This is an optimization exercise on Yosys and OpenROAD, whose aim is small area, a short achievable clock period and few clock cycles per item, not a production implementation. Where RTL was checked, it was by simulation tests only, not by an equivalence proof against the original. Only the layout flow was run in runs 5 to 7; the RTL was not checked for function there.

===== design/flow/config.mk =====
export PLATFORM = sky130hd
export DESIGN_NAME = tea_core
export DESIGN_NICKNAME = tea_core
export VERILOG_FILES = /design/flow/design.v
export SDC_FILE = /design/flow/constraint.sdc
export NUM_CORES = 4
export LEC_CHECK = 0
export ABC_AREA = 1
export CAP_MARGIN = 20
export CORE_MARGIN = 2
export CORE_UTILIZATION = 40
export CTS_BUF_LIST = sky130_fd_sc_hd__clkbuf_4 sky130_fd_sc_hd__clkbuf_8
export SLEW_MARGIN = 20

===== design/flow/constraint.sdc =====
create_clock -name core_clock -period 12.0 [get_ports {clk}]
set_input_delay 2.4000 -clock core_clock [delete_from_list [all_inputs] [get_ports {clk}]]
set_output_delay 2.4000 -clock core_clock [all_outputs]
set_load 0.01 [all_outputs]

===== design/flow/design.v =====
module tea_mix #(parameter integer ARCH = 1) (
    input  wire [31:0] v,
    input  wire [31:0] acc,
    input  wire [31:0] a,
    input  wire [31:0] b,
    output wire [31:0] f
);
    wire [31:0] t0, t1, t2;
    tea_add #(.ARCH(ARCH)) u0 (.x({v[27:0], 4'b0000}), .y(a), .ci(1'b0), .s(t0));
    tea_add #(.ARCH(ARCH)) u1 (.x(v), .y(acc), .ci(1'b0), .s(t1));
    tea_add #(.ARCH(ARCH)) u2 (.x({5'b00000, v[31:5]}), .y(b), .ci(1'b0), .s(t2));
    assign f = t0 ^ t1 ^ t2;
endmodule
module tea_add #(parameter integer ARCH = 1) (
    input  wire [31:0] x,
    input  wire [31:0] y,
    input  wire        ci,
    output wire [31:0] s
);
    wire [31:0] p = x ^ y;
    wire [31:0] g0 = x & y;
    wire [31:0] G [0:10];
    wire [31:0] P [0:10];
    assign G[0] = {g0[31:1], g0[0] | (p[0] & ci)};
    assign P[0] = p;
    genvar l, i;
    generate
        if (ARCH == 9) begin : beh
            assign s = x + y + {31'd0, ci};
        end else if (ARCH == 0) begin : rip
            assign P[1] = P[0];
            assign G[1][0] = G[0][0];
            for (i = 1; i < 32; i = i + 1) begin : r
                assign G[1][i] = G[0][i] | (P[0][i] & G[1][i-1]);
            end
            assign s = p ^ {G[1][30:0], ci};
        end else if (ARCH == 2) begin : skl
            for (l = 0; l < 5; l = l + 1) begin : lv
                for (i = 0; i < 32; i = i + 1) begin : b
                    if ((i >> l) & 1) begin : op
                        assign G[l+1][i] = G[l][i] | (P[l][i] & G[l][((i >> l) << l) - 1]);
                        assign P[l+1][i] = P[l][i] & P[l][((i >> l) << l) - 1];
                    end else begin : pass
                        assign G[l+1][i] = G[l][i];
                        assign P[l+1][i] = P[l][i];
                    end
                end
            end
            assign s = p ^ {G[5][30:0], ci};
        end else if (ARCH == 3) begin : ks
            for (l = 0; l < 5; l = l + 1) begin : lv
                for (i = 0; i < 32; i = i + 1) begin : b
                    if (i >= (1 << l)) begin : op
                        assign G[l+1][i] = G[l][i] | (P[l][i] & G[l][i - (1 << l)]);
                        assign P[l+1][i] = P[l][i] & P[l][i - (1 << l)];
                    end else begin : pass
                        assign G[l+1][i] = G[l][i];
                        assign P[l+1][i] = P[l][i];
                    end
                end
            end
            assign s = p ^ {G[5][30:0], ci};
        end else if (ARCH == 4 || ARCH == 5) begin : hc
            for (i = 0; i < 32; i = i + 1) begin : l0
                if (i % 2 == 1) begin : op
                    assign G[1][i] = G[0][i] | (P[0][i] & G[0][i-1]);
                    assign P[1][i] = P[0][i] & P[0][i-1];
                end else begin : pass
                    assign G[1][i] = G[0][i];
                    assign P[1][i] = P[0][i];
                end
            end
            for (l = 1; l < 5; l = l + 1) begin : lv
                for (i = 0; i < 32; i = i + 1) begin : b
                    if (i % 2 == 1 && ARCH == 4 && i >= (1 << l) + 1) begin : opk
                        assign G[l+1][i] = G[l][i] | (P[l][i] & G[l][i - (1 << l)]);
                        assign P[l+1][i] = P[l][i] & P[l][i - (1 << l)];
                    end else if (i % 2 == 1 && ARCH == 5 && ((i >> l) & 1)) begin : ops
                        assign G[l+1][i] = G[l][i] | (P[l][i] & G[l][((i >> l) << l) - 1]);
                        assign P[l+1][i] = P[l][i] & P[l][((i >> l) << l) - 1];
                    end else begin : pass
                        assign G[l+1][i] = G[l][i];
                        assign P[l+1][i] = P[l][i];
                    end
                end
            end
            for (i = 0; i < 32; i = i + 1) begin : l5
                if (i % 2 == 0 && i > 0) begin : op
                    assign G[6][i] = G[5][i] | (P[5][i] & G[5][i-1]);
                    assign P[6][i] = P[5][i] & P[5][i-1];
                end else begin : pass
                    assign G[6][i] = G[5][i];
                    assign P[6][i] = P[5][i];
                end
            end
            assign s = p ^ {G[6][30:0], ci};
        end else begin : bk
            for (l = 0; l < 5; l = l + 1) begin : up
                for (i = 0; i < 32; i = i + 1) begin : b
                    if ((i % (2 << l)) == (2 << l) - 1) begin : op
                        assign G[l+1][i] = G[l][i] | (P[l][i] & G[l][i - (1 << l)]);
                        assign P[l+1][i] = P[l][i] & P[l][i - (1 << l)];
                    end else begin : pass
                        assign G[l+1][i] = G[l][i];
                        assign P[l+1][i] = P[l][i];
                    end
                end
            end
            for (l = 3; l >= 0; l = l - 1) begin : dn
                for (i = 0; i < 32; i = i + 1) begin : b
                    if ((i % (2 << l)) == (1 << l) - 1 && i >= (2 << l)) begin : op
                        assign G[9-l][i] = G[8-l][i] | (P[8-l][i] & G[8-l][i - (1 << l)]);
                        assign P[9-l][i] = P[8-l][i] & P[8-l][i - (1 << l)];
                    end else begin : pass
                        assign G[9-l][i] = G[8-l][i];
                        assign P[9-l][i] = P[8-l][i];
                    end
                end
            end
            assign s = p ^ {G[9][30:0], ci};
        end
    endgenerate
endmodule
module tea_core #(parameter integer ARCH = 1) (
    input  wire        clk,
    input  wire        rst,           
    input  wire        in_valid,
    output wire        in_ready,
    input  wire        in_decrypt,    
    input  wire [63:0] in_key,
    input  wire [63:0] in_block,
    output wire        out_valid,
    input  wire        out_ready,
    output wire [63:0] out_block
);
    reg         busy;       
    reg         vld;        
    reg  [6:0]  cnt;        
    reg         dec;
    reg  [63:0] key;
    reg  [31:0] a, b;
    reg  [31:0] acc;        
    function [31:0] acc_of(input [4:0] m);
        case (m)
            5'd0: acc_of = 32'h9E3779B9;
            5'd1: acc_of = 32'h3C6EF372;
            5'd2: acc_of = 32'hDAA66D2B;
            5'd3: acc_of = 32'h78DDE6E4;
            5'd4: acc_of = 32'h1715609D;
            5'd5: acc_of = 32'hB54CDA56;
            5'd6: acc_of = 32'h5384540F;
            5'd7: acc_of = 32'hF1BBCDC8;
            5'd8: acc_of = 32'h8FF34781;
            5'd9: acc_of = 32'h2E2AC13A;
            5'd10: acc_of = 32'hCC623AF3;
            5'd11: acc_of = 32'h6A99B4AC;
            5'd12: acc_of = 32'h08D12E65;
            5'd13: acc_of = 32'hA708A81E;
            5'd14: acc_of = 32'h454021D7;
            5'd15: acc_of = 32'hE3779B90;
            5'd16: acc_of = 32'h81AF1549;
            5'd17: acc_of = 32'h1FE68F02;
            5'd18: acc_of = 32'hBE1E08BB;
            5'd19: acc_of = 32'h5C558274;
            5'd20: acc_of = 32'hFA8CFC2D;
            5'd21: acc_of = 32'h98C475E6;
            5'd22: acc_of = 32'h36FBEF9F;
            5'd23: acc_of = 32'hD5336958;
            5'd24: acc_of = 32'h736AE311;
            5'd25: acc_of = 32'h11A25CCA;
            5'd26: acc_of = 32'hAFD9D683;
            5'd27: acc_of = 32'h4E11503C;
            5'd28: acc_of = 32'hEC48C9F5;
            5'd29: acc_of = 32'h8A8043AE;
            5'd30: acc_of = 32'h28B7BD67;
            5'd31: acc_of = 32'hC6EF3720;
        endcase
    endfunction
    wire        idle   = ~busy & ~vld;
    wire        accept = in_valid & idle;
    wire        swp    = cnt[6];
    wire        last   = dec ? cnt[6] & ~cnt[0] : (cnt[5:0] == 6'd63);
    wire [6:0]  cnt_nx = idle ? {7{in_decrypt}} : cnt + 7'd1;
    wire [31:0] f;
    tea_mix #(.ARCH(ARCH)) u_mix (.v(a), .acc(acc), .a(key[63:32]), .b(key[31:0]), .f(f));
    wire [31:0] a_step;
    tea_add #(.ARCH(2)) u_add (.x(b), .y(f ^ {32{dec}}), .ci(dec), .s(a_step));
    assign in_ready  = idle;
    assign out_valid = vld;
    assign out_block = {b, a};
    always @(posedge clk) begin
        if (rst) begin
            busy <= 1'b0;
            vld  <= 1'b0;
        end else begin
            if (accept) begin
                busy <= 1'b1;
                vld  <= 1'b0;
            end else if (busy) begin
                if (last) begin
                    busy <= 1'b0;
                    vld  <= 1'b1;
                end
            end else if (out_ready) begin
                vld <= 1'b0;
            end
        end
    end
    always @(posedge clk) begin
        cnt <= cnt_nx;
        acc <= idle ? acc_of(5'd0) : acc_of(cnt_nx[5:1] ^ {5{dec}});
        if (idle) begin
            key <= in_key;
            dec <= in_decrypt;
            a   <= in_block[31:0];
            b   <= in_block[63:32];
        end else if (busy) begin
            a   <= swp ? b : a_step;
            b   <= a;
        end
    end
endmodule

===== design/flow/flow/run.sh =====
#!/bin/bash
# Standard ORFS layout, with 1x port buffers and a timing-repair target
# tighter than the clock (the clock and the SDC are unchanged).
set -euo pipefail
bash standard.sh synth > synth.log 2>&1
bash standard.sh SETUP_SLACK_MARGIN=7.25 BUFFER_PORTS_ARGS="-buffer_cell sky130_fd_sc_hd__buf_1" finish > layout.log 2>&1

===== design/flow/standard.sh =====
#!/bin/bash
# synth_recipe.tcl (not shown) runs the flow's synth.tcl, then flattens the netlist and writes it again
# the make line also repeats each setting of config.mk as NAME=value (left out here)
make -C /OpenROAD-flow-scripts/flow DESIGN_CONFIG=/design/flow/config.mk WORK_HOME=/design/flow/orfs CLKGATE_MAP_FILE= SYNTH_SCRIPT=/design/flow/synth_recipe.tcl "${@:-finish}"

==> key figures, run 1 <==
Timing
  • Max-slew headroom: 29.5%
  • Worst Max-Slew Pin Slew: 1.06 ns
  • Post-Route Skew: roughly 0.018 ns
  • Hold Slack: about 0.56 ns
  • RSZ-0062 raised after global routing: true
  • Pins Over Slew Limit: 0
  • Final worst path period need: 4.60 ns
  • Final hold viol count: 0
  • Fin Setup TNS: 0 ns
  • Fmax: between 200 and 250 MHz
  • Setup Viol. Count Final: 0
  • Final period util: 38.3%

Floorplan
  • Die Wd: 188 µm
  • # IOs: 199
  • Die footprint: 35,500 µm²
  • Chip height: 188 µm
  • Num rows: 67
  • Initial Utilization: 40.6%
  • Core area: 33,500 µm²

Synth
  • Syn nets: roughly 1,900
  • Share of Yosys cell area claimed by the top area cell type: 28.5%
  • Post-Syn Instances: 1,618
  • Distinct cells, synth: 40
  • Synth area leaders: edfxtp_1, nand2_1, ha_1
  • Sequential element share of the synthesized area: between 30% and 40%
  • Yosys top cell by area: edfxtp_1
  • Synth Register Bits: 170
  • Warnings from Yosys: 3
  • Post-synthesis cell area: 13,600 µm²
  • Post-synthesis average cell area: 8.41 µm²

Setup path
  • RR Startpoint: a[5]
  • Worst-case reg-to-reg path depth: 25
  • Nature of the critical path endpoint: flip-flop
  • CP arrival: ~4.8 ns
  • Crit path from: a[5]
  • R2R Setup Slk: approximately 7.4 ns
  • CP Max Fanout: 4
  • Kind of critical path: reg -> reg
  • Worst R2R End: a[16]
  • Startpoint types: flip-flop
  • Worst Path Required: approximately 12 ns

CTS
  • CTS tree: built
  • Clock sink count: 170
  • Num CTS Buffers: 17
  • Clock-pin slew on the worst setup and hold paths: approximately 0.1 ns
  • Hold buffer count at CTS: 0
  • Max clock buf depth: 2
  • H-tree levels: 4
  • Skew-Pair Late Insertion Delay: approximately 0.52 ns
  • Clock root buffer: clkbuf_8

Route
  • 1st-iter DRT viols: 722
  • Antenna Nets Post-Route: 0
  • TritonRoute pass-1 iters: 5
  • Vias per Instance: 4.98
  • Routed len/inst: 16.4 µm
  • Met1 WL: 17,300 µm
  • Highest Signal Layer: met4
  • Final wirelength: 37,500 µm
  • Met3 wire length: about 1800 µm
  • WL met2: between 15,000 and 20,000 µm
  • Via count: 11,400
  • DR DRC count: 0

Outcome
  • Status: no timing/DRC/antenna violations

Placed design
  • Dpl cell area: 14,700 µm²
  • Final HPWL from detailed placement: 28,200 µm
  • PortBufs: slightly below 200
  • Routability congestion estimate from global placement: between 0.9 and 1

Global routing
  • Initial antenna violation count: 0
  • Largest net degree at the start of global routing: 93
  • First-pass GRT wire length: 58,200 µm
  • Grt ovf: 0
  • Total track usage: 21.1%
  • Vias in the first global route: approximately 11,000

Final layout
  • Area Overhead vs Synth: 13.9%
  • Final Net Count: approximately 2,100
  • Ratio of cells with drive above 1 in the final layout: 8.29%
  • Filler cell count: 3,368
  • Most common cell after layout, fill and taps aside: nand2_1
  • Commonest cells after routing, fill and taps aside: nand2_1, buf_1, inv_1
  • Design area: 15,500 µm²
  • ANT cells: 0

Worst hold path
  • WHS Endpoint: cnt[0]
  • Hold Path Origin: cnt[0]
  • Hold WC Path Type: reg -> reg
  • Hold path depth: 1

Run
  • Max-cap viol count: 0
[kinds of logic (layout without fill, tap and decap cells)]
| group | count (synthesis) | after routing | share of synthesized area (%) |
|---|---|---|---|
| simple gates | 689 | 690 | 21.8 |
| flops | 170 | 170 | 34.5 |
| xor+xnor | 143 | 143 | 9.20 |
| compound gates | 195 | 195 | 8.10 |
| fa+ha+maj | 175 | 175 | 18.8 |
| buf+inv | 246 | 460 | 7.65 |
[routing by layer]
layer	GRT usage (%)	vias up
li1	-	5663
met3	3.58	40
met2	35.2	279
met4	5.86	0
met1	28.3	5386
met5	0	-
[registers in the layout (all words and copies together), names as in the netlist]
register and flops:
acc 32, key 64, a 32, dec 1
cnt 7, vld 1, busy 1, b 32
[synthesized netlist by cell type]
library cell,count
a21o_1,15
ha_1,126
a21boi_0,4
a22oi_1,1
nand2_1,426
inv_2,4
o21ai_0,66
clkbuf_8,4
nor3_2,1
or2_1,1
clkbuf_1,18
o21a_1,2
dfxtp_1,41
o211ai_1,7
nand3_4,4
a31oi_1,13
xor2_1,37
nor2_1,103
nand2_4,8
o21bai_1,8
o21bai_2,1
nor3_1,5
nand3b_1,6
buf_2,5
nand2_2,12
buf_6,8
fa_1,49
edfxtp_1,129
nand4_1,8
inv_1,202
a21oi_1,76
o211ai_2,1
nand3_2,5
nand3_1,108
a31o_2,1
buf_1,2
or2_2,1
nor2_2,1
xnor2_1,106
buf_4,3
[metrics by stage]
stage,setup slack (ns),utilization (%),instances
floorplan,7.45,-,1618
detailed placement,6.83,43.8,2229
CTS,7.28,45.1,2264
global placement,6.96,43.8,2229
global route,7.13,46.2,2281
finish,7.40,46.2,2281
[worst max path at each step]
stage          depth (start not counted)     to
2_1_floorplan                         28  a[16]
3_3_place_gp                          27  a[16]
3_5_place_dp                          26  a[16]
4_1_cts                               25  a[16]
5_1_grt                               25  a[16]
6_report                              25  a[16]
[critical path, cell delays in order (launching register included)]
cell	delay [ns]
edfxtp_1	0.37
ha_2	0.18
inv_2	0.04
fa_2	0.35
nand3b_1	0.17
o211ai_1	0.16
nand2_1	0.11
nand2_2	0.11
inv_2	0.07
o21bai_4	0.16
a31oi_2	0.11
fa_2	0.55
xnor2_1	0.13
xnor2_1	0.10
ha_1	0.35
inv_1	0.11
nor3_4	0.20
inv_1	0.05
nor2_1	0.09
nand2_1	0.09
nand2_4	0.09
inv_2	0.04
fa_1	0.47
nand2_1	0.05
o21ai_1	0.12
o21ai_1	0.08
[final cells by class]
type	count	area (µm²)	area share, %
Timing Repair Buffer	222	923	5.96
Sequential cell	170	4690	30.3
Tap cell	448	561	3.62
Clock inverter	15	159	1.03
Inverter	206	773	4.99
Multi-Input combinational cell	1203	8150	52.6
Clock buffer	17	234	1.51
[repair_timing]
action                     4_1_cts  5_1_grt
resized for setup                7       60
setup endpoints to repair       15       17
setup buffers                    3       16
cloned                           0        1
pin swaps                        1       20
hold endpoints to repair         0        0
Testbench counts, summed over its fixed seeds: cycles 68,578, items 1,024.
==> inputs of run 2 (changes only) <==
--- a/design/flow/config.mk
+++ b/design/flow/config.mk
@@ -10,4 +10,5 @@
 export CORE_MARGIN = 2
 export CORE_UTILIZATION = 40
 export CTS_BUF_LIST = sky130_fd_sc_hd__clkbuf_4 sky130_fd_sc_hd__clkbuf_8
+export PLACE_DENSITY = 0.75
 export SLEW_MARGIN = 20
==> key figures, run 2 <==
Global routing
  • Met1 Usage GRT: 27.5% (-0.84 points)
  • First-pass GRT wire length: 58,700 µm (+1.0%)
  • Gr busiest metal: met2
  • Met3 Track Usage GR: 3.28% (-0.30 points)
  • Vias in the first global route: 11,400 (+3.3%)
  • Grt ovf: 0 (unchanged)
  • Total track usage: 21.1% (-0.035 points)
  • Largest net degree at the start of global routing: 96 (+3.2%)
  • Initial antenna violation count: 1 (+1)
  • Global routing met2 resource utilization: 35.7% (+0.52 points)

Placed design
  • Dpl cell area: 14,700 µm² (unchanged)
  • Final HPWL from detailed placement: 28,200 µm (+0.17%)
  • PortBufs: 198 (unchanged)
  • Routability congestion estimate from global placement: 0.917 (+1.6%)

Timing
  • Fin Setup TNS: 0 ns (unchanged)
  • Max-slew headroom: 30.8% (+1.3 points)
  • Setup Viol. Count Final: 0 (unchanged)
  • Pins Over Slew Limit: 0 (unchanged)
  • RSZ-0062 raised after global routing: true
  • Final hold viol count: 0 (unchanged)
  • Worst Max-Slew Pin Slew: 1.04 ns (-0.0185 ns)
  • Fmax: 214 MHz (-1.7%)
  • Final period util: 39.0% (+0.65 points)
  • Final worst path period need: 4.68 ns (+0.0781 ns)
  • Post-Route Skew: 0.0169 ns (-0.000676 ns)
  • Hold Slack: 0.534 ns (-0.0208 ns)

Route
  • DR DRC count: 0 (unchanged)
  • Via count: 11,700 (+3.1%)
  • TritonRoute pass-1 iters: 6 (+1)
  • Vias per Instance: 5.11 (+2.5%)
  • 1st-iter DRT viols: 787 (+9.0%)
  • Final wirelength: 38,600 µm (+2.9%)
  • Antenna Nets Post-Route: 0 (unchanged)
  • Routed len/inst: 16.8 µm (+2.2%)

Final layout
  • Filler cell count: 3,215 (-4.5%)
  • Area Overhead vs Synth: 16.6%
  • Final Net Count: 2,141 (+0.61%)
  • Register area: 4690 µm² (unchanged)
  • Most common cell after layout, fill and taps aside: nand2_1
  • Max reg flops: 64 (unchanged)
  • Biggest register: key
  • Design area: 15,900 µm² (+2.4%)
  • Ratio of cells with drive above 1 in the final layout: 10.6% (+2.3 points)
  • Multi-input gate area: 8360 µm² (+2.6%)
  • Commonest cells after routing, fill and taps aside: nand2_1, buf_1, inv_1

Run
  • Max-cap viol count: 0 (unchanged)

Setup path
  • Worst Path Required: 12.22 ns (-0.02 ns)
  • Max stage delay on crit path: 0.56 ns (about the same)
  • Worst-case reg-to-reg path depth: 25 (unchanged)
  • Startpoint types: flip-flop
  • Kind of critical path: reg -> reg
  • Most used cell, CP: inv_1
  • CP arrival: 4.90 ns (+0.06 ns)
  • Crit path buf inv count: 5 (unchanged)
  • CP top delay family: adder cells
  • Crit path max-delay cell type: fa_2
  • Nature of the critical path endpoint: flip-flop
  • CP Max Fanout: 3 (-1)
  • Critical path depth: 25 (unchanged)

Synth
  • Sequential element share of the synthesized area: 34.5% (unchanged)
  • Post-synthesis cell area: 13,600 µm² (unchanged)
  • Top FF cell, synth: edfxtp_1
  • Warnings from Yosys: 3 (unchanged)
  • Synth Area in Adders: 18.8% (unchanged)
  • Proportion of synthesized area in mux cells: 0% (unchanged)
  • Synth Area in Compound Gates: 8.10% (unchanged)
  • Largest family of logic cells by synthesized area: simple AND/OR/NAND/NOR gates
  • Share of Yosys cell area claimed by the top area cell type: 28.5% (unchanged)
  • Yosys top cell by area: edfxtp_1
  • Asr flop ratio synth: 0% (unchanged)
  • Synth area leaders: edfxtp_1, nand2_1, ha_1
  • Xor/xnor cell area share of the yosys netlist: 9.20% (unchanged)
  • Post-Syn Instances: 1,618 (unchanged)
  • Synth Register Bits: 170 (unchanged)
  • Syn nets: 1,926 (unchanged)
  • Count leader, synth: nand2_1
  • Most instantiated cells after synthesis: nand2_1, inv_1, edfxtp_1, ha_1, nand3_1
  • Post-synthesis average cell area: 8.41 µm² (unchanged)
  • Number of synthesized flops with an enable pin: 129 (unchanged)
  • Distinct cells, synth: 40 (unchanged)
  • Synth Area in Simple Gates: 21.8% (unchanged)

Floorplan
  • Num rows: 67 (unchanged)
  • Initial Utilization: 40.6% (unchanged)
  • Core area: 33,500 µm² (unchanged)
  • Die Wd: 188 µm (unchanged)
  • # IOs: 199 (unchanged)
  • Die footprint: 35,500 µm² (unchanged)
  • Chip height: 188 µm (unchanged)

CTS
  • Skew-Pair Late Insertion Delay: 0.50 ns (-0.02 ns)
  • Clock sink count: 170 (unchanged)
  • Num CTS Buffers: 17 (unchanged)
  • Hold buffer count at CTS: 0 (unchanged)
  • Max clock buf depth: 2 (unchanged)
  • H-tree levels: 4 (unchanged)
  • Clock root buffer: clkbuf_8
  • Clock-pin slew on the worst setup and hold paths: 0.11 ns (about the same)
  • CTS tree: built

Outcome
  • Status: no timing/DRC/antenna violations

Worst hold path
  • Hold WC Path Type: reg -> reg
  • Hold path depth: 1 (unchanged)
## run 2: cell counts after synthesis
No cell type changed its count.
## run 2: worst paths after layout
path / startpoint / endpoint / slack [ns]
worst max-delay path: a[5] / a[16] / 7.32
worst min-delay path: cnt[0] / cnt[0] / 0.53
worst max register to register: a[5] / a[16] / 7.32
worst min register to register: cnt[0] / cnt[0] / 0.53
## run 2: kinds of logic (layout without fill, tap and decap cells)
logic type | Yosys count | after routing
buffers and inverters | 246 | 474
other | 0 | 1
XOR/XNOR | 143 | 143
flip-flops | 170 | 170
adder cells (fa/ha/maj) | 175 | 175
AO/OA/AOI/OAI | 195 | 195
AND/OR/NAND/NOR | 689 | 689
## run 2: metal layers
metal	share of wire, %	wire (µm)
met5	0	0
met2	49	18700
met3	6.0	2320
met4	2.7	1040
met1	43	16500
## run 2: final cells by class
cell class                 instances  area share, %
clock buffer                      18           1.52
multi-input combinational       1202           52.7
antenna                            1         0.0158
tap                              448           3.53
clock inverter                    14           1.08
timing repair buffer             236           6.69
inverter                         206           4.87
sequential                       170           29.6
## run 2: what timing repair did
| action | in CTS | in global routing |
|---|---|---|
| endpoints found under the setup margin | 11 | 19 |
| pin swaps | 3 | 42 |
| setup buffers | 3 | 29 |
| resized for setup | 9 | 100 |
| cloned | 0 | 1 |
| endpoints found under the hold margin | 0 | 0 |
## run 2: through the flow
step | instances | setup slack [ns] | utilization (%)
4_1_cts | 2264 | 7.26 | 45.2
5_1_grt | 2294 | 7.01 | 47.3
3_3_place_gp | 2229 | 6.99 | 43.8
6_report | 2295 | 7.32 | 47.3
3_5_place_dp | 2229 | 6.84 | 43.8
2_1_floorplan | 1618 | 7.45 | -
==> inputs of run 3 (changes only) <==
--- a/design/flow/config.mk
+++ b/design/flow/config.mk
@@ -9,6 +9,5 @@
 export CAP_MARGIN = 20
 export CORE_MARGIN = 2
 export CORE_UTILIZATION = 40
-export CTS_BUF_LIST = sky130_fd_sc_hd__clkbuf_4 sky130_fd_sc_hd__clkbuf_8
-export PLACE_DENSITY = 0.75
+export CTS_BUF_LIST = sky130_fd_sc_hd__clkbuf_2 sky130_fd_sc_hd__clkbuf_4 sky130_fd_sc_hd__clkbuf_8
 export SLEW_MARGIN = 20
==> key figures, run 3 <==
Outcome
  • Status: no timing/DRC/antenna violations

Synth
  • Post-synthesis average cell area: 8.41 µm² (unchanged)
  • Sequential element share of the synthesized area: 34.5% (unchanged)
  • Largest family of logic cells by synthesized area: simple AND/OR/NAND/NOR gates
  • Warnings from Yosys: 3 (unchanged)
  • Number of synthesized flops with an enable pin: 129 (unchanged)
  • Xor/xnor cell area share of the yosys netlist: 9.20% (unchanged)
  • Syn nets: 1,926 (unchanged)
  • Asr flop ratio synth: 0% (unchanged)
  • Synth area leaders: edfxtp_1, nand2_1, ha_1
  • Synth Register Bits: 170 (unchanged)
  • Proportion of synthesized area in mux cells: 0% (unchanged)
  • Share of Yosys cell area claimed by the top area cell type: 28.5% (unchanged)
  • Top FF cell, synth: edfxtp_1
  • Synth Area in Simple Gates: 21.8% (unchanged)
  • Synth Area in Adders: 18.8% (unchanged)
  • Most instantiated cells after synthesis: nand2_1, inv_1, edfxtp_1, ha_1, nand3_1
  • Synth Area in Compound Gates: 8.10% (unchanged)
  • Yosys top cell by area: edfxtp_1
  • Distinct cells, synth: 40 (unchanged)
  • Post-Syn Instances: 1,618 (unchanged)
  • Count leader, synth: nand2_1
  • Post-synthesis cell area: 13,600 µm² (unchanged)

Setup path
  • Startpoint types: flip-flop
  • Kind of critical path: reg -> reg
  • Crit path to: a[16]
  • Worst-case reg-to-reg path depth: 25 (unchanged)
  • Nature of the critical path endpoint: flip-flop
  • Worst R2R End: a[16]
  • CP arrival: 4.84 ns (-0.06 ns)
  • R2R Setup Slk: 7.40 ns (+0.08 ns)
  • CP Max Fanout: 4 (+1)
  • Crit path from: a[5]
  • Worst Path Required: 12.24 ns (+0.02 ns)
  • RR Startpoint: a[5]

Run
  • Max-cap viol count: 0 (unchanged)

CTS
  • Clock sink count: 170 (unchanged)
  • Max clock buf depth: 2 (unchanged)
  • Clock-pin slew on the worst setup and hold paths: 0.10 ns (about the same)
  • Hold buffer count at CTS: 0 (unchanged)
  • H-tree levels: 4 (unchanged)
  • Clock root buffer: clkbuf_8
  • Num CTS Buffers: 17 (unchanged)
  • Skew-Pair Late Insertion Delay: 0.52 ns (+0.02 ns)
  • CTS tree: built

Final layout
  • Ratio of cells with drive above 1 in the final layout: 8.29% (-2.3 points)
  • Final Net Count: 2,128 (-0.61%)
  • Biggest register: key
  • Final Util: 46.2% (-1.1 points)
  • Most common cell after layout, fill and taps aside: nand2_1
  • Max reg flops: 64 (unchanged)
  • Commonest cells after routing, fill and taps aside: nand2_1, buf_1, inv_1
  • Area Overhead vs Synth: 13.9%
  • ANT cells: 0 (-1)

Timing
  • Fmax: 217 MHz (+1.7%)
  • Max-slew headroom: 29.5% (-1.3 points)
  • Final worst path period need: 4.60 ns (-0.0781 ns)
  • Setup Viol. Count Final: 0 (unchanged)
  • Post-Route Skew: 0.0175 ns (+0.000676 ns)
  • Pins Over Slew Limit: 0 (unchanged)
  • RSZ-0062 raised after global routing: true
  • Fin Setup TNS: 0 ns (unchanged)
  • Worst Max-Slew Pin Slew: 1.06 ns (+0.0185 ns)
  • Final hold viol count: 0 (unchanged)
  • Final period util: 38.3% (-0.65 points)

Global routing
  • Largest net degree at the start of global routing: 93 (-3.1%)
  • Grt ovf: 0 (unchanged)
  • Vias in the first global route: 11,000 (-3.2%)
  • Initial antenna violation count: 0 (-1)
  • First-pass GRT wire length: 58,200 µm (-0.99%)
  • Total track usage: 21.1% (+0.035 points)

Floorplan
  • Num rows: 67 (unchanged)
  • # IOs: 199 (unchanged)
  • Die footprint: 35,500 µm² (unchanged)
  • Core area: 33,500 µm² (unchanged)
  • Chip height: 188 µm (unchanged)
  • Die Wd: 188 µm (unchanged)
  • Initial Utilization: 40.6% (unchanged)

Route
  • Vias per Instance: 4.98 (-2.4%)
  • Routed len/inst: 16.4 µm (-2.2%)
  • Via count: 11,400 (-3.0%)
  • Final wirelength: 37,500 µm (-2.8%)
  • 1st-iter DRT viols: 722 (-8.3%)
  • DR DRC count: 0 (unchanged)
  • Antenna Nets Post-Route: 0 (unchanged)
  • TritonRoute pass-1 iters: 5 (-1)

Placed design
  • PortBufs: 198 (unchanged)
  • Routability congestion estimate from global placement: 0.902 (-1.6%)
  • Final HPWL from detailed placement: 28,200 µm (-0.17%)

Worst hold path
  • Hold WC Path Type: reg -> reg
==> run 3: critical path: stages (launching register included) <==
cell      delay [ns]
edfxtp_1        0.37
ha_2            0.18
inv_2           0.04
fa_2            0.35
nand3b_1        0.17
o211ai_1        0.16
nand2_1         0.11
nand2_2         0.11
inv_2           0.07
o21bai_4        0.16
a31oi_2         0.11
fa_2            0.55
xnor2_1         0.13
xnor2_1         0.10
ha_1            0.35
inv_1           0.11
nor3_4          0.20
inv_1           0.05
nor2_1          0.09
nand2_1         0.09
nand2_4         0.09
inv_2           0.04
fa_1            0.47
nand2_1         0.05
o21ai_1         0.12
o21ai_1         0.08
==> run 3: logic make-up (layout without fill, tap and decap cells) <==
group | after synthesis | in the layout
compound gates | 195 | 195
xor+xnor | 143 | 143
fa+ha+maj | 175 | 175
buf+inv | 246 | 460
flops | 170 | 170
simple gates | 689 | 690
==> run 3: what timing repair did <==
item | in CTS | in global routing
hold endpoints to repair | 0 | 0
gates resized for setup | 7 | 60
endpoints found under the setup margin | 15 | 17
buffers inserted | 3 | 16
cloned | 0 | 1
pin swaps | 1 | 20
==> run 3: per-stage QoR <==
stage                     cells  cell area [µm²]  setup WS [ns]  hold slack, ns
after floorplan            1618            13600           7.45           0.485
after global placement     2229            14700           6.96           0.525
after detailed placement   2229            14700           6.83           0.528
after CTS                  2264            15100           7.28           0.557
after global routing       2281            15500           7.13           0.579
final                      2281            15500           7.40           0.555
==> run 3: worst min path at each step <==
stage          startpoint      to  slack, ns  cells past startpoint
4_1_cts            cnt[0]  cnt[0]       0.56                      1
2_1_floorplan      cnt[0]  cnt[0]       0.48                      1
3_5_place_dp       cnt[0]  cnt[0]       0.53                      1
6_report           cnt[0]  cnt[0]       0.56                      1
3_3_place_gp       cnt[0]  cnt[0]       0.52                      1
5_1_grt            cnt[0]  cnt[0]       0.58                      1
==> run 3: layer usage <==
metal	part of all wire, %	up-vias	GRT usage, %
met2	47	279	35.2
li1	-	5663	-
met1	46	5386	28.3
met4	1.8	0	5.86
met5	0	-	0
met3	4.8	40	3.58
==> run 3: final cells by class <==
class	instances	area, µm²
clock buffers	17	234
clock inverters	15	159
fillers	3368	18000
inverters	206	773
multi-input cells	1203	8150
flip-flops and latches	170	4690
well taps	448	561
repair buffers	222	923
==> inputs of run 4 (changes only) <==
==> design/flow/flow/run.sh (replaced) <==
#!/bin/bash
# Standard ORFS layout, with 1x port buffers and a timing-repair target
# tighter than the clock (the clock and the SDC are unchanged).
set -euo pipefail
bash standard.sh synth > synth.log 2>&1
bash standard.sh SETUP_SLACK_MARGIN=7 BUFFER_PORTS_ARGS="-buffer_cell sky130_fd_sc_hd__buf_1" finish > layout.log 2>&1
--- a/design/flow/config.mk
+++ b/design/flow/config.mk
@@ -9,5 +9,5 @@
 export CAP_MARGIN = 20
 export CORE_MARGIN = 2
 export CORE_UTILIZATION = 40
-export CTS_BUF_LIST = sky130_fd_sc_hd__clkbuf_2 sky130_fd_sc_hd__clkbuf_4 sky130_fd_sc_hd__clkbuf_8
+export CTS_BUF_LIST = sky130_fd_sc_hd__clkbuf_4 sky130_fd_sc_hd__clkbuf_8
 export SLEW_MARGIN = 20
==> key figures, run 4 <==
Synth
  • Synth area leaders: edfxtp_1, nand2_1, ha_1
  • Distinct cells, synth: 40 (unchanged)
  • Number of synthesized flops with an enable pin: 129 (unchanged)
  • Synth Register Bits: 170 (unchanged)
  • Yosys top cell by area: edfxtp_1
  • Syn nets: 1,926 (unchanged)
  • Most instantiated cells after synthesis: nand2_1, inv_1, edfxtp_1, ha_1, nand3_1
  • Sequential element share of the synthesized area: 34.5% (unchanged)
  • Asr flop ratio synth: 0% (unchanged)
  • Post-synthesis cell area: 13,600 µm² (unchanged)
  • Count leader, synth: nand2_1
  • Post-synthesis average cell area: 8.41 µm² (unchanged)
  • Top FF cell, synth: edfxtp_1
  • Share of Yosys cell area claimed by the top area cell type: 28.5% (unchanged)
  • Post-Syn Instances: 1,618 (unchanged)
  • Warnings from Yosys: 3 (unchanged)

CTS
  • Hold buffer count at CTS: 0 (unchanged)
  • Clock-pin slew on the worst setup and hold paths: 0.10 ns (about the same)
  • Skew-Pair Late Insertion Delay: 0.51 ns (about the same)
  • Clock sink count: 170 (unchanged)
  • H-tree levels: 4 (unchanged)
  • CTS tree: built
  • Max clock buf depth: 2 (unchanged)
  • Clock root buffer: clkbuf_8
  • Num CTS Buffers: 17 (unchanged)

Route
  • 1st-iter DRT viols: 660 (-8.6%)
  • TritonRoute pass-1 iters: 5 (unchanged)
  • Antenna Nets Post-Route: 0 (unchanged)
  • Via count: 11,200 (-1.1%)
  • Final wirelength: 37,000 µm (-1.5%)
  • Vias per Instance: 4.96 (-0.41%)
  • Routed len/inst: 16.3 µm (-0.83%)
  • DR DRC count: 0 (unchanged)

Timing
  • Max-slew headroom: 29.5% (about the same)
  • Setup Viol. Count Final: 0 (unchanged)
  • RSZ-0062 raised after global routing: true
  • Final period util: 39.1% (+0.79 points)
  • Fin Setup TNS: 0 ns (unchanged)
  • Post-Route Skew: 0.0192 ns (+0.00163 ns)
  • Fmax: 213 MHz (-2.0%)
  • Pins Over Slew Limit: 0 (unchanged)
  • Worst Max-Slew Pin Slew: 1.06 ns (-0.000392 ns)
  • Final hold viol count: 0 (unchanged)
  • Final worst path period need: 4.69 ns (+0.0946 ns)

Final layout
  • Most common cell after layout, fill and taps aside: nand2_1
  • Non-Filler Instances: 2,266 (-0.66%)
  • Biggest register: key
  • Commonest cells after routing, fill and taps aside: nand2_1, inv_1, buf_1
  • Ratio of cells with drive above 1 in the final layout: 5.89% (-2.4 points)
  • Area Overhead vs Synth: 12.0%
  • Max reg flops: 64 (unchanged)
  • ANT cells: 0 (unchanged)
  • Final Net Count: 2,113 (-0.70%)

Setup path
  • Crit path max-delay cell type: fa_1
  • Worst R2R End: a[16]
  • RR Startpoint: a[5]
  • CP Max Fanout: 4 (unchanged)
  • R2R Setup Slk: 7.31 ns (-0.09 ns)
  • Kind of critical path: reg -> reg
  • Startpoint types: flip-flop
  • CP arrival: 4.92 ns (+0.08 ns)
  • Worst-case reg-to-reg path depth: 27 (+8.0%)
  • Most used cell, CP: inv_1
  • Nature of the critical path endpoint: flip-flop
  • Worst Path Required: 12.22 ns (-0.02 ns)
  • Max stage delay on crit path: 0.48 ns (-0.07 ns)

Global routing
  • Total track usage: 21.1% (-0.024 points)
  • Initial antenna violation count: 0 (unchanged)
  • Vias in the first global route: 11,000 (-0.20%)
  • Largest net degree at the start of global routing: 93 (unchanged)
  • Grt ovf: 0 (unchanged)
  • First-pass GRT wire length: 58,100 µm (-0.13%)

Floorplan
  • Core area: 33,500 µm² (unchanged)
  • Chip height: 188 µm (unchanged)
  • Initial Utilization: 40.6% (unchanged)
  • Num rows: 67 (unchanged)
  • Die footprint: 35,500 µm² (unchanged)
  • Die Wd: 188 µm (unchanged)
  • # IOs: 199 (unchanged)

Worst hold path
  • Hold Path Origin: cnt[0]
  • Hold path depth: 1 (unchanged)
  • WHS Endpoint: cnt[0]
  • Hold WC Path Type: reg -> reg

Outcome
  • Status: no timing/DRC/antenna violations

Placed design
  • Post-Place Cells: 2,229 (unchanged)
  • PortBufs: 198 (unchanged)
  • Routability congestion estimate from global placement: 0.902 (unchanged)
  • Final HPWL from detailed placement: 28,200 µm (unchanged)

Run
  • Max-cap viol count: 0 (unchanged)
==> run 4: cell types whose count changed in the layout (fill, tap and decap cells not counted), moves of 3 or more <==
| cell | change |
|---|---|
| buf_4 | -14 |
| a21oi_1 | +5 |
| a21oi_2 | -5 |
| fa_1 | +5 |
| fa_2 | -5 |
| inv_1 | +5 |
| inv_2 | -5 |
| nand2_1 | +5 |
| nand2_2 | -3 |
| nand2_4 | -3 |
==> run 4: area by class of cell <==
class	instances	area, µm²
clock inverter	15	159
clock buffer	17	234
multi-input combinational	1202	8010
inverter	206	773
timing repair buffer	208	818
sequential	170	4690
fill	3401	18300
tap	448	561
==> run 4: cell families after synthesis <==
group | count (synthesis) | share of synthesized area (%)
adders and majority gates | 175 | 18.8
buffers and inverters | 246 | 7.65
AOI/OAI and AO/OA | 195 | 8.10
xor gates and xnor gates | 143 | 9.20
and+or+nand+nor | 689 | 21.8
DFF | 170 | 34.5
==> run 4: routing by layer <==
layer / vias up / global-route usage, % / part of all wire [%]
met2: 265 / 35.1 / 48
met3: 37 / 3.58 / 4.8
met5: - / 0 / 0
li1: 5634 / - / -
met1: 5311 / 28.3 / 46
met4: 0 / 5.86 / 1.7
==> run 4: critical path, delay by kind of cell (launching register included) <==
kind	cells	cell delay (ns)
flops	1	0.41
xor+xnor	3	0.49
simple gates	9	0.94
fa+ha+maj	5	1.64
buf+inv	6	0.40
compound gates	4	0.54
==> run 4: what timing repair did <==
item,in CTS,in global routing
resized for setup,1,27
buffers inserted,1,4
pin swaps,1,8
setup endpoints to repair,2,16
==> run 4: metrics by stage <==
stage / utilization [%] / hold slack, ns / setup slack, ns / area, µm²
detailed placement: 43.8 / 0.528 / 6.83 / 14700
global placement: 43.8 / 0.525 / 6.96 / 14700
CTS: 45.0 / 0.557 / 7.03 / 15100
finish: 45.5 / 0.554 / 7.31 / 15200
global route: 45.5 / 0.579 / 6.95 / 15200
floorplan: - / 0.485 / 7.45 / 13600
==> run 4: worst max path at each step <==
stage	from	end	slack [ns]
6_report	a[5]	a[16]	7.31
5_1_grt	a[5]	a[16]	6.95
2_1_floorplan	a[5]	a[16]	7.45
3_3_place_gp	a[5]	a[16]	6.96
3_5_place_dp	a[6]	a[16]	6.83
4_1_cts	a[6]	a[16]	7.03
==> inputs of run 5 (changes only) <==
--- a/design/flow/design.v
+++ b/design/flow/design.v
@@ -121,7 +121,7 @@
         end
     endgenerate
 endmodule
-module tea_core #(parameter integer ARCH = 1) (
+module tea_core #(parameter integer ARCH = 2) (
     input  wire        clk,
     input  wire        rst,           
     input  wire        in_valid,
==> key figures, run 5 <==
Floorplan
  • Die footprint: 34,400 µm² (-3.1%)
  • # IOs: 199 (unchanged)
  • Initial Utilization: 40.6% (about the same)
  • Core area: 32,500 µm² (-3.2%)
  • Num rows: 66 (-1.5%)
  • Die Wd: 186 µm (-1.6%)
  • Chip height: 186 µm (-1.6%)

Run
  • Max-cap viol count: 0 (unchanged)

Global routing
  • Initial antenna violation count: 0 (unchanged)
  • Vias in the first global route: 10,600 (-3.8%)
  • Largest net degree at the start of global routing: 84 (-9.7%)
  • Total track usage: 22.6% (+1.5 points)
  • Grt ovf: 0 (unchanged)
  • First-pass GRT wire length: 58,300 µm (+0.36%)

Route
  • Antenna Nets Post-Route: 0 (unchanged)
  • Via count: 11,600 (+2.9%)
  • TritonRoute pass-1 iters: 5 (unchanged)
  • DR DRC count: 0 (unchanged)
  • 1st-iter DRT viols: 809 (+23%)
  • Vias per Instance: 5.04 (+1.5%)
  • Routed len/inst: 16.9 µm (+3.6%)
  • Final wirelength: 38,800 µm (+5.0%)

Final layout
  • Final Net Count: 2,120 (+0.33%)
  • Ratio of cells with drive above 1 in the final layout: 6.25% (+0.37 points)
  • Non-Filler Instances: 2,297 (+1.4%)
  • Area Overhead vs Synth: 13.7%
  • Design area: 15,000 µm² (-1.7%)
  • Most common cell after layout, fill and taps aside: nand2_1
  • ANT cells: 0 (unchanged)
  • Biggest register: key
  • Commonest cells after routing, fill and taps aside: nand2_1, buf_1, inv_1
  • Max reg flops: 64 (unchanged)

Setup path
  • Worst Path Required: 12.37 ns (+0.15 ns)
  • CP Max Fanout: 12 (+8)
  • Nature of the critical path endpoint: flip-flop
  • Crit path from: a[0]
  • CP arrival: 5.16 ns (+0.24 ns)
  • Startpoint types: flip-flop
  • RR Startpoint: a[0]
  • Kind of critical path: reg -> reg

Timing
  • RSZ-0062 raised after global routing: true
  • Fmax: 209 MHz (-2.0%)
  • Final period util: 39.9% (+0.79 points)
  • Final hold viol count: 0 (unchanged)
  • Post-Route Skew: 0.0219 ns (+0.00268 ns)
  • Worst Max-Slew Pin Slew: 0.946 ns (-0.109 ns)
  • Max-slew headroom: 36.9% (+7.4 points)
  • Setup Viol. Count Final: 0 (unchanged)
  • Final worst path period need: 4.79 ns (+0.0949 ns)
  • Fin Setup TNS: 0 ns (unchanged)
  • Pins Over Slew Limit: 0 (unchanged)

CTS
  • Max clock buf depth: 2 (unchanged)
  • Hold buffer count at CTS: 0 (unchanged)
  • Skew-Pair Late Insertion Delay: 0.52 ns (about the same)
  • Clock sink count: 170 (unchanged)
  • CTS tree: built
  • Num CTS Buffers: 17 (unchanged)
  • Clock-pin slew on the worst setup and hold paths: 0.11 ns (about the same)
  • Clock root buffer: clkbuf_8
  • H-tree levels: 4 (unchanged)

Worst hold path
  • Hold Path Origin: cnt[0]
  • Hold WC Path Type: reg -> reg

Placed design
  • PortBufs: 198 (unchanged)
  • Dpl cell area: 14,400 µm² (-2.2%)
  • Final HPWL from detailed placement: 30,000 µm (+6.2%)
  • Post-Place Cells: 2,249 (+0.90%)
  • Routability congestion estimate from global placement: 0.883 (-2.1%)

Synth
  • Warnings from Yosys: 2 (-1)
  • Synth area leaders: edfxtp_1, nand2_1, ha_1
  • Number of synthesized flops with an enable pin: 129 (unchanged)
  • Asr flop ratio synth: 0% (unchanged)
  • Count leader, synth: nand2_1
  • Post-Syn Instances: 1,637 (+1.2%)
  • Syn nets: 1,915 (-0.57%)
  • Most instantiated cells after synthesis: nand2_1, inv_1, edfxtp_1, ha_1, nor2_1
  • Synth Register Bits: 170 (unchanged)
  • Share of Yosys cell area claimed by the top area cell type: 29.4% (+0.93 points)
  • Yosys top cell by area: edfxtp_1
  • Post-synthesis average cell area: 8.05 µm² (-4.3%)
  • Top FF cell, synth: edfxtp_1
  • Sequential element share of the synthesized area: 35.6% (+1.1 points)
  • Post-synthesis cell area: 13,200 µm² (-3.2%)
  • Distinct cells, synth: 58 (+45%)

Outcome
  • Status: no timing/DRC/antenna violations
[run 5: cells by family after synthesis]
| family | share of synthesized area [%] |
|---|---|
| flip-flops | 35.6 |
| AND/OR/NAND/NOR | 21.4 |
| XOR/XNOR | 9.57 |
| adder cells (fa/ha/maj) | 14.8 |
| AO/OA/AOI/OAI | 11.5 |
| buffers and inverters | 7.06 |
[run 5: through the flow]
step / worst slack, ns / utilization, % / hold slack, ns
global route: 6.95 / 46.2 / 0.565
finish: 7.21 / 46.2 / 0.509
floorplan: 7.52 / - / 0.451
CTS: 7.07 / 45.6 / 0.506
global placement: 7.17 / 44.3 / 0.473
detailed placement: 7.01 / 44.3 / 0.479
[run 5: final cells by class]
class	instances	area, µm²
Clock buffer	17	234
Clock inverter	15	189
Fill cell	3270	17500
Inverter	203	769
Multi-Input combinational cell	1229	7630
Sequential cell	170	4690
Tap cell	442	553
Timing Repair Buffer	221	916
[run 5: critical path: stages (launching register included)]
cell      delay (ns)
edfxtp_1        0.49
buf_4           0.15
ha_1            0.13
inv_1           0.05
fa_1            0.40
inv_1           0.07
nand3_1         0.06
nand2_1         0.10
inv_1           0.09
o21bai_1        0.23
a21o_1          0.18
xor2_1          0.17
xor2_1          0.19
xnor2_1         0.20
xor2_1          0.17
inv_1           0.06
ha_1            0.30
inv_1           0.09
o21ai_0         0.09
a21oi_1         0.16
o21bai_1        0.08
a21oi_1         0.21
o21ai_4         0.18
fa_1            0.41
a21oi_1         0.14
o21ai_0         0.09
a21oi_1         0.13
[run 5: final timing paths]
path	end	slack (ns)	cells after the start
setup / recovery	a[17]	7.21	26
setup reg to reg	a[17]	7.21	26
hold reg to reg	cnt[0]	0.51	1
hold / removal	cnt[0]	0.51	1
[run 5: timing repair]
| action | 4_1_cts | 5_1_grt |
|---|---|---|
| pin swaps | 0 | 10 |
| endpoints found under the setup margin | 3 | 17 |
| resized for setup | 0 | 23 |
| cloned | 0 | 0 |
| endpoints found under the hold margin | 0 | 0 |
| buffers inserted | 1 | 15 |
[run 5: layer usage]
| layer | share of wire, % | GRT usage (%) |
|---|---|---|
| met1 | 48 | 32.2 |
| met2 | 45 | 35.8 |
| met3 | 5.5 | 3.15 |
| met4 | 1.8 | 6.38 |
| met5 | 0 | 0 |
==> inputs of run 6 (changes only) <==
--- a/design/flow/design.v
+++ b/design/flow/design.v
@@ -121,7 +121,7 @@
         end
     endgenerate
 endmodule
-module tea_core #(parameter integer ARCH = 2) (
+module tea_core #(parameter integer ARCH = 4) (
     input  wire        clk,
     input  wire        rst,           
     input  wire        in_valid,
==> key figures, run 6 <==
Synth
  • Proportion of synthesized area in mux cells: 0% (unchanged)
  • Post-synthesis cell area: 13,900 µm² (+5.5%)
  • Synth Area in Adders: 18.4% (+3.5 points)
  • Synth area leaders: edfxtp_1, nand2_1, ha_1
  • Most instantiated cells after synthesis: nand2_1, inv_1, edfxtp_1, ha_1, nor2_1
  • Post-synthesis average cell area: 8.17 µm² (+1.4%)
  • Synth Area in Simple Gates: 22.2% (+0.72 points)
  • Yosys top cell by area: edfxtp_1
  • Largest family of logic cells by synthesized area: simple AND/OR/NAND/NOR gates
  • Syn nets: 2,011 (+5.0%)
  • Synth Register Bits: 170 (unchanged)
  • Number of synthesized flops with an enable pin: 129 (unchanged)
  • Synth Area in Compound Gates: 9.38% (-2.1 points)
  • Xor/xnor cell area share of the yosys netlist: 9.13% (-0.44 points)
  • Share of Yosys cell area claimed by the top area cell type: 27.9% (-1.5 points)
  • Post-Syn Instances: 1,703 (+4.0%)
  • Asr flop ratio synth: 0% (unchanged)
  • Sequential element share of the synthesized area: 33.8% (-1.9 points)
  • Top FF cell, synth: edfxtp_1
  • Distinct cells, synth: 45 (-22%)
  • Count leader, synth: nand2_1
  • Warnings from Yosys: 3 (+1)

Final layout
  • Non-Filler Instances: 2,355 (+2.5%)
  • Area Overhead vs Synth: 12.3%
  • Most common cell after layout, fill and taps aside: nand2_1
  • Filler cell count: 3,453 (+5.6%)
  • Max reg flops: 64 (unchanged)
  • Biggest register: key
  • Multi-input gate area: 8280 µm² (+8.4%)
  • Commonest cells after routing, fill and taps aside: nand2_1, inv_1, buf_1
  • Register area: 4690 µm² (unchanged)
  • Ratio of cells with drive above 1 in the final layout: 5.05% (-1.2 points)
  • Final Util: 45.4% (-0.74 points)
  • Final Net Count: 2,195 (+3.5%)
  • ANT cells: 0 (unchanged)

CTS
  • CTS tree: built
  • Clock-pin slew on the worst setup and hold paths: 0.10 ns (about the same)
  • Num CTS Buffers: 17 (unchanged)
  • Clock sink count: 170 (unchanged)
  • Hold buffer count at CTS: 0 (unchanged)
  • H-tree levels: 4 (unchanged)
  • Clock root buffer: clkbuf_8
  • Skew-Pair Late Insertion Delay: 0.50 ns (-0.02 ns)
  • Max clock buf depth: 2 (unchanged)

Placed design
  • Final HPWL from detailed placement: 30,800 µm (+2.9%)
  • PortBufs: 198 (unchanged)
  • Routability congestion estimate from global placement: 0.897 (+1.5%)
  • Post-Place Cells: 2,318 (+3.1%)

Floorplan
  • Initial Utilization: 40.5% (-0.15 points)
  • Num rows: 68 (+3.0%)
  • Chip height: 190 µm (+2.7%)
  • Core area: 34,400 µm² (+5.9%)
  • Die Wd: 190 µm (+2.7%)
  • # IOs: 199 (unchanged)
  • Die footprint: 36,300 µm² (+5.4%)

Global routing
  • Initial antenna violation count: 0 (unchanged)
  • Grt ovf: 0 (unchanged)
  • First-pass GRT wire length: 61,700 µm (+5.8%)
  • Vias in the first global route: 11,500 (+8.5%)
  • Largest net degree at the start of global routing: 79 (-6.0%)
  • Total track usage: 22.2% (-0.39 points)

Timing
  • Setup Viol. Count Final: 0 (unchanged)
  • RSZ-0062 raised after global routing: true
  • Worst Max-Slew Pin Slew: 1.03 ns (+0.0839 ns)
  • Final worst path period need: 4.67 ns (-0.115 ns)
  • Fmax: 214 MHz (+2.5%)
  • Post-Route Skew: 0.0140 ns (-0.00782 ns)
  • Hold Slack: 0.562 ns (+0.0530 ns)
  • Final hold viol count: 0 (unchanged)
  • Pins Over Slew Limit: 0 (unchanged)
  • Final period util: 39.0% (-0.96 points)
  • Fin Setup TNS: 0 ns (unchanged)
  • Max-slew headroom: 31.2% (-5.8 points)

Setup path
  • Most used cell, CP: nand2_1
  • Nature of the critical path endpoint: flip-flop
  • Startpoint types: flip-flop
  • Max stage delay on crit path: 0.41 ns (-0.08 ns)
  • CP Max Fanout: 9 (-3)
  • CP arrival: 4.95 ns (-0.21 ns)
  • Kind of critical path: reg -> reg
  • Crit path max-delay cell type: edfxtp_1
  • Worst Path Required: 12.27 ns (-0.10 ns)

Route
  • 1st-iter DRT viols: 744 (-8.0%)
  • TritonRoute pass-1 iters: 5 (unchanged)
  • Antenna Nets Post-Route: 0 (unchanged)
  • Vias per Instance: 4.99 (-0.97%)
  • DR DRC count: 0 (unchanged)
  • Routed len/inst: 16.8 µm (-0.47%)
  • Final wirelength: 39,600 µm (+2.0%)
  • Via count: 11,700 (+1.5%)

Run
  • Max-cap viol count: 0 (unchanged)

Outcome
  • Status: no timing/DRC/antenna violations

Worst hold path
  • Hold WC Path Type: reg -> reg
-- run 6: cell count changes in the layout (fill, tap and decap cells not counted), moves of 10 or more --
cell	before	now
nor2_1	104	123
fa_1	18	49
buf_4	23	10
a21oi_1	84	109
inv_1	189	199
xor2_1	70	32
nand3_1	77	99
nand2_2	6	20
xnor2_1	67	112
-- run 6: layer usage --
layer / vias to the layer above / track usage [%] / share of wire [%]
met5: - / 0 / 0
met4: 0 / 7.45 / 2.2
met3: 50 / 2.74 / 4.3
met2: 295 / 37.0 / 47
met1: 5487 / 29.9 / 46
li1: 5914 / - / -
-- run 6: timing repair --
item                                    CTS  global route
endpoints found under the hold margin     0             0
pin swaps                                 0             3
resized for setup                         3            20
setup buffers                             0             5
endpoints found under the setup margin   11            17
-- run 6: cells by family after synthesis --
| group | after synthesis |
|---|---|
| and+or+nand+nor | 720 |
| buffers and inverters | 248 |
| AOI/OAI and AO/OA | 245 |
| adders and majority gates | 175 |
| DFF | 170 |
| xor gates and xnor gates | 145 |
-- run 6: critical path: cells and delay by family (launching register included) --
kind	cells	cell delay (ns)
AND/OR/NAND/NOR	14	1.34
flip-flops	1	0.41
AO/OA/AOI/OAI	3	0.62
adder cells (fa/ha/maj)	4	1.29
XOR/XNOR	3	0.57
buffers and inverters	4	0.21
-- run 6: worst paths after layout --
kind | slack (ns) | to | from | depth (start not counted)
max reg2reg | 7.33 | a[27] | a[0] | 28
max | 7.33 | a[27] | a[0] | 28
min | 0.56 | cnt[0] | cnt[0] | 1
min reg2reg | 0.56 | cnt[0] | cnt[0] | 1
-- run 6: final cells by class --
| class | count | share of cell area, % |
|---|---|---|
| Clock buffer | 19 | 1.59 |
| Clock inverter | 13 | 1.43 |
| Inverter | 204 | 4.92 |
| Multi-Input combinational cell | 1285 | 53.0 |
| Sequential cell | 170 | 30.1 |
| Tap cell | 455 | 3.64 |
| Timing Repair Buffer | 209 | 5.37 |
-- run 6: through the flow --
step / instance area [µm²] / worst slack [ns]
global placement: 15000 / 6.94
floorplan: 13900 / 7.62
finish: 15600 / 7.33
CTS: 15500 / 7.01
global route: 15600 / 6.90
detailed placement: 15000 / 6.83
==> inputs of run 7 (changes only) <==
--- a/design/flow/design.v
+++ b/design/flow/design.v
@@ -27,6 +27,27 @@
     generate
         if (ARCH == 9) begin : beh
             assign s = x + y + {31'd0, ci};
+        end else if (ARCH >= 10) begin : blk
+            localparam integer K = ARCH - 10;
+            wire [32:0] c;
+            assign c[0] = ci;
+            for (i = 0; i < 32; i = i + 1) begin : r
+                if (i % K == K - 1) begin : bo
+                    wire [K:0] gg;
+                    wire [K:0] pp;
+                    assign gg[0] = 1'b0;
+                    assign pp[0] = 1'b1;
+                    for (l = 0; l < K; l = l + 1) begin : q
+                        assign gg[l+1] = g0[i-K+1+l] | (p[i-K+1+l] & gg[l]);
+                        assign pp[l+1] = pp[l] & p[i-K+1+l];
+                    end
+                    assign c[i+1] = gg[K] | (pp[K] & c[i-K+1]);
+                end else begin : bi
+                    assign c[i+1] = g0[i] | (p[i] & c[i]);
+                end
+            end
+            assign G[1] = c[32:1];
+            assign s = p ^ c[31:0];
         end else if (ARCH == 0) begin : rip
             assign P[1] = P[0];
             assign G[1][0] = G[0][0];
@@ -121,7 +142,7 @@
         end
     endgenerate
 endmodule
-module tea_core #(parameter integer ARCH = 4) (
+module tea_core #(parameter integer ARCH = 13) (
     input  wire        clk,
     input  wire        rst,           
     input  wire        in_valid,
@@ -184,7 +205,7 @@
     wire [31:0] f;
     tea_mix #(.ARCH(ARCH)) u_mix (.v(a), .acc(acc), .a(key[63:32]), .b(key[31:0]), .f(f));
     wire [31:0] a_step;
-    tea_add #(.ARCH(2)) u_add (.x(b), .y(f ^ {32{dec}}), .ci(dec), .s(a_step));
+    tea_add #(.ARCH(ARCH)) u_add (.x(b), .y(f ^ {32{dec}}), .ci(dec), .s(a_step));
     assign in_ready  = idle;
     assign out_valid = vld;
     assign out_block = {b, a};
==> design/flow/flow/run.sh (replaced) <==
#!/bin/bash
# Standard ORFS layout, with 1x port buffers and a timing-repair target
# tighter than the clock (the clock and the SDC are unchanged).
set -euo pipefail
bash standard.sh synth > synth.log 2>&1
bash standard.sh SETUP_SLACK_MARGIN=8 BUFFER_PORTS_ARGS="-buffer_cell sky130_fd_sc_hd__buf_1" finish > layout.log 2>&1
--- a/design/flow/config.mk
+++ b/design/flow/config.mk
@@ -9,5 +9,4 @@
 export CAP_MARGIN = 20
 export CORE_MARGIN = 2
 export CORE_UTILIZATION = 40
-export CTS_BUF_LIST = sky130_fd_sc_hd__clkbuf_4 sky130_fd_sc_hd__clkbuf_8
 export SLEW_MARGIN = 20
==> key figures, run 7 <==
Outcome
  • Status: no timing/DRC/antenna violations

Placed design
  • Routability congestion estimate from global placement: 0.852 (-5.0%)
  • Final HPWL from detailed placement: 26,800 µm (-13%)
  • PortBufs: 198 (unchanged)
  • Dpl ws: 5.84 ns (-0.987 ns)
  • Dpl cell area: 14,400 µm² (-4.1%)
  • Post-Place Cells: 1,933 (-17%)

Floorplan
  • Die footprint: 33,900 µm² (-6.6%)
  • Num rows: 65 (-4.4%)
  • Chip height: 184 µm (-3.4%)
  • Core area: 31,700 µm² (-7.7%)
  • Die Wd: 184 µm (-3.4%)
  • # IOs: 199 (unchanged)
  • Initial Utilization: 40.9% (+0.44 points)

Global routing
  • Vias in the first global route: 10,400 (-9.3%)
  • Largest net degree at the start of global routing: 86 (+8.9%)
  • First-pass GRT wire length: 56,100 µm (-9.1%)
  • Grt ovf: 0 (unchanged)
  • Total track usage: 21.8% (-0.44 points)
  • Initial antenna violation count: 0 (unchanged)

CTS
  • Clock sink count: 170 (unchanged)
  • Clock-pin slew on the worst setup and hold paths: 0.07 ns (-0.03 ns)
  • Skew-Pair Late Insertion Delay: 0.45 ns (-0.05 ns)
  • CTS tree: built
  • Clock root buffer: clkbuf_16
  • H-tree levels: 4 (unchanged)
  • Max clock buf depth: 2 (unchanged)
  • Num CTS Buffers: 17 (unchanged)

Setup path
  • Crit path buf inv count: 4 (unchanged)
  • CP top delay family: adder cells
  • CP arrival: 5.97 ns (+1.02 ns)
  • Worst Path Required: 12.18 ns (-0.09 ns)
  • Kind of critical path: reg -> reg
  • Most used cell, CP: nand2_2
  • CP Max Fanout: 3 (-6)
  • Max stage delay on crit path: 0.36 ns (-0.05 ns)
  • Crit path max-delay cell type: edfxtp_1
  • Nature of the critical path endpoint: flip-flop
  • Startpoint types: flip-flop

Synth
  • Distinct cells, synth: 50 (+11%)
  • Yosys top cell by area: edfxtp_1
  • Post-Syn Instances: 1,366 (-20%)
  • Post-synthesis cell area: 13,000 µm² (-6.7%)
  • Share of Yosys cell area claimed by the top area cell type: 29.9% (+2.0 points)
  • Number of synthesized flops with an enable pin: 129 (unchanged)
  • Synth area leaders: edfxtp_1, ha_1, fa_1
  • Post-synthesis average cell area: 9.50 µm² (+16%)
  • Warnings from Yosys: 2 (-1)
  • Count leader, synth: inv_1
  • Syn nets: 1,711 (-15%)
  • Most instantiated cells after synthesis: inv_1, nand2_1, ha_1, edfxtp_1, xnor2_1
  • Top FF cell, synth: edfxtp_1
  • Asr flop ratio synth: 0% (unchanged)
  • Sequential element share of the synthesized area: 36.2% (+2.4 points)
  • Synth Register Bits: 170 (unchanged)

Route
  • Vias per Instance: 5.06 (+1.5%)
  • TritonRoute pass-1 iters: 5 (unchanged)
  • Met1 WL: 16,300 µm (-11%)
  • Met3 wire length: 1950 µm (+15%)
  • WL met2: 17,600 µm (-6.2%)
  • Via count: 10,200 (-13%)
  • Highest Signal Layer: met4
  • Routed len/inst: 18.0 µm (+7.3%)
  • DR DRC count: 0 (unchanged)
  • 1st-iter DRT viols: 570 (-23%)
  • Antenna Nets Post-Route: 0 (unchanged)
  • Final wirelength: 36,400 µm (-8.1%)

Final layout
  • Most common cell after layout, fill and taps aside: inv_1
  • Area Overhead vs Synth: 22.6%
  • Commonest cells after routing, fill and taps aside: inv_1, buf_1, nand2_1
  • Max reg flops: 64 (unchanged)
  • Final Net Count: 1,947 (-11%)
  • Non-Filler Instances: 2,017 (-14%)
  • Biggest register: key
  • ANT cells: 0 (unchanged)
  • Design area: 15,900 µm² (+1.8%)
  • Ratio of cells with drive above 1 in the final layout: 19.3% (+14 points)

Timing
  • Fin Setup TNS: 0 ns (unchanged)
  • Setup ws final: 6.21 ns (-1.11 ns)
  • RSZ-0062 raised after global routing: true
  • Max-slew headroom: 27.9% (-3.3 points)
  • Post-Route Skew: 0.0162 ns (+0.00214 ns)
  • Final worst path period need: 5.79 ns (+1.11 ns)
  • Final period util: 48.2% (+9.3 points)
  • Worst Max-Slew Pin Slew: 1.08 ns (+0.0510 ns)
  • Pins Over Slew Limit: 0 (unchanged)
  • Fmax: 173 MHz (-19%)
  • Final hold viol count: 0 (unchanged)
  • Setup Viol. Count Final: 0 (unchanged)

Run
  • Max-cap viol count: 0 (unchanged)

Worst hold path
  • Hold WC Path Type: reg -> reg
## run 7: cell types whose count changed in the layout (fill, tap and decap cells not counted), sizes merged, moves of 10 or more
cell	change
nor2	-51
a21oi	-27
xnor2	-19
fa	+28
and3	+10
buf	+45
nand2	-239
a221oi	+18
nand3	-86
inv	+37
## run 7: cell families after synthesis
kind of cell / after synthesis / synth area share (%)
AOI/OAI and AO/OA: 238 / 10.7
buffers and inverters: 274 / 8.27
adders and majority gates: 212 / 24.9
DFF: 170 / 36.2
xor gates and xnor gates: 134 / 9.34
and+or+nand+nor: 338 / 10.6
## run 7: path summary, 6_finish.rpt
kind / from / end / slack [ns] / cells after the start
worst max-delay path: a[5] / a[31] / 6.21 / 38
worst min-delay path: cnt[0] / cnt[0] / 0.53 / 1
worst max register to register: a[5] / a[31] / 6.21 / 38
worst min register to register: cnt[0] / cnt[0] / 0.53 / 1
## run 7: metal layers
| layer | track usage [%] | vias to the layer above |
|---|---|---|
| li1 | - | 4954 |
| met1 | 29.2 | 4946 |
| met2 | 36.4 | 280 |
| met3 | 4.04 | 34 |
| met4 | 5.31 | 0 |
| met5 | 0 | - |
## run 7: worst reg2reg max path: cells and delay by family (launching register included)
kind | cells | cell delay [ns]
AOI/OAI and AO/OA | 2 | 0.13
and+or+nand+nor | 18 | 1.56
adders and majority gates | 7 | 2.19
buffers and inverters | 4 | 0.22
xor gates and xnor gates | 7 | 1.12
DFF | 1 | 0.36
## run 7: cell type report
| class | instances | area [µm²] |
|---|---|---|
| clock inverters | 14 | 135 |
| repair buffers | 255 | 1200 |
| flip-flops and latches | 170 | 4690 |
| well taps | 402 | 503 |
| inverters | 235 | 905 |
| multi-input cells | 923 | 8040 |
| clock buffers | 18 | 429 |
| fillers | 2988 | 15800 |
## run 7: stage by stage
| step | hold slack, ns | utilization, % |
|---|---|---|
| CTS | 0.542 | 49.1 |
| global route | 0.584 | 50.2 |
| floorplan | 0.486 | - |
| detailed placement | 0.521 | 45.5 |
| finish | 0.531 | 50.2 |
| global placement | 0.512 | 45.5 |
## run 7: what timing repair did
action | CTS | global route
resized for setup | 106 | 67
setup endpoints to repair | 55 | 41
buffers inserted | 34 | 17
pin swaps | 79 | 39
hold buffers | 0 | 0
gates cloned | 1 | 0

[port drivers added, routing unchanged]
The flow's constraints put no driver on any port. The routed layouts listed below were extracted and timed again, unchanged, in two steps. Step 1 (the two cells are an assumption about what drives the block):
set clk [get_ports {clk}]
set_driving_cell -lib_cell sky130_fd_sc_hd__clkbuf_16 $clk
set_driving_cell -lib_cell sky130_fd_sc_hd__buf_2 [delete_from_list [all_inputs] $clk]
Step 2 times the ports against the registers' clock, not the clock port: input delays grow and output delays shrink by t, the midpoint of the rising clock arrivals with the driver on. a / b / c = ideal ports / drivers / drivers and shift; a / b = the first two.
run	shift t [ns]	setup slack, ns	worst hold slack (ns)	worst register clock-pin slew, ns	cell pins on the clock port's net
run 1	0.557	7.400 / 7.400 / 7.400	0.555 / 0.555 / 0.555	0.11 / 0.11	1
run 2	0.540	7.322 / 7.322 / 7.322	0.534 / 0.534 / 0.534	0.11 / 0.11	1
run 3	0.557	7.400 / 7.400 / 7.400	0.555 / 0.555 / 0.555	0.11 / 0.11	1
run 4	0.553	7.305 / 7.305 / 7.305	0.554 / 0.554 / 0.554	0.11 / 0.11	1
run 5	0.558	7.210 / 7.210 / 7.200	0.509 / 0.509 / 0.509	0.12 / 0.12	1
run 6	0.543	7.325 / 7.325 / 7.243	0.562 / 0.562 / 0.562	0.10 / 0.10	1
run 7	0.491	6.213 / 6.213 / 6.213	0.531 / 0.531 / 0.531	0.08 / 0.08	1
After both steps every run listed still meets setup and hold. The setup slack of run 6, which loses most, moves by 0.000 ns with the drivers and by -0.082 ns with both steps.
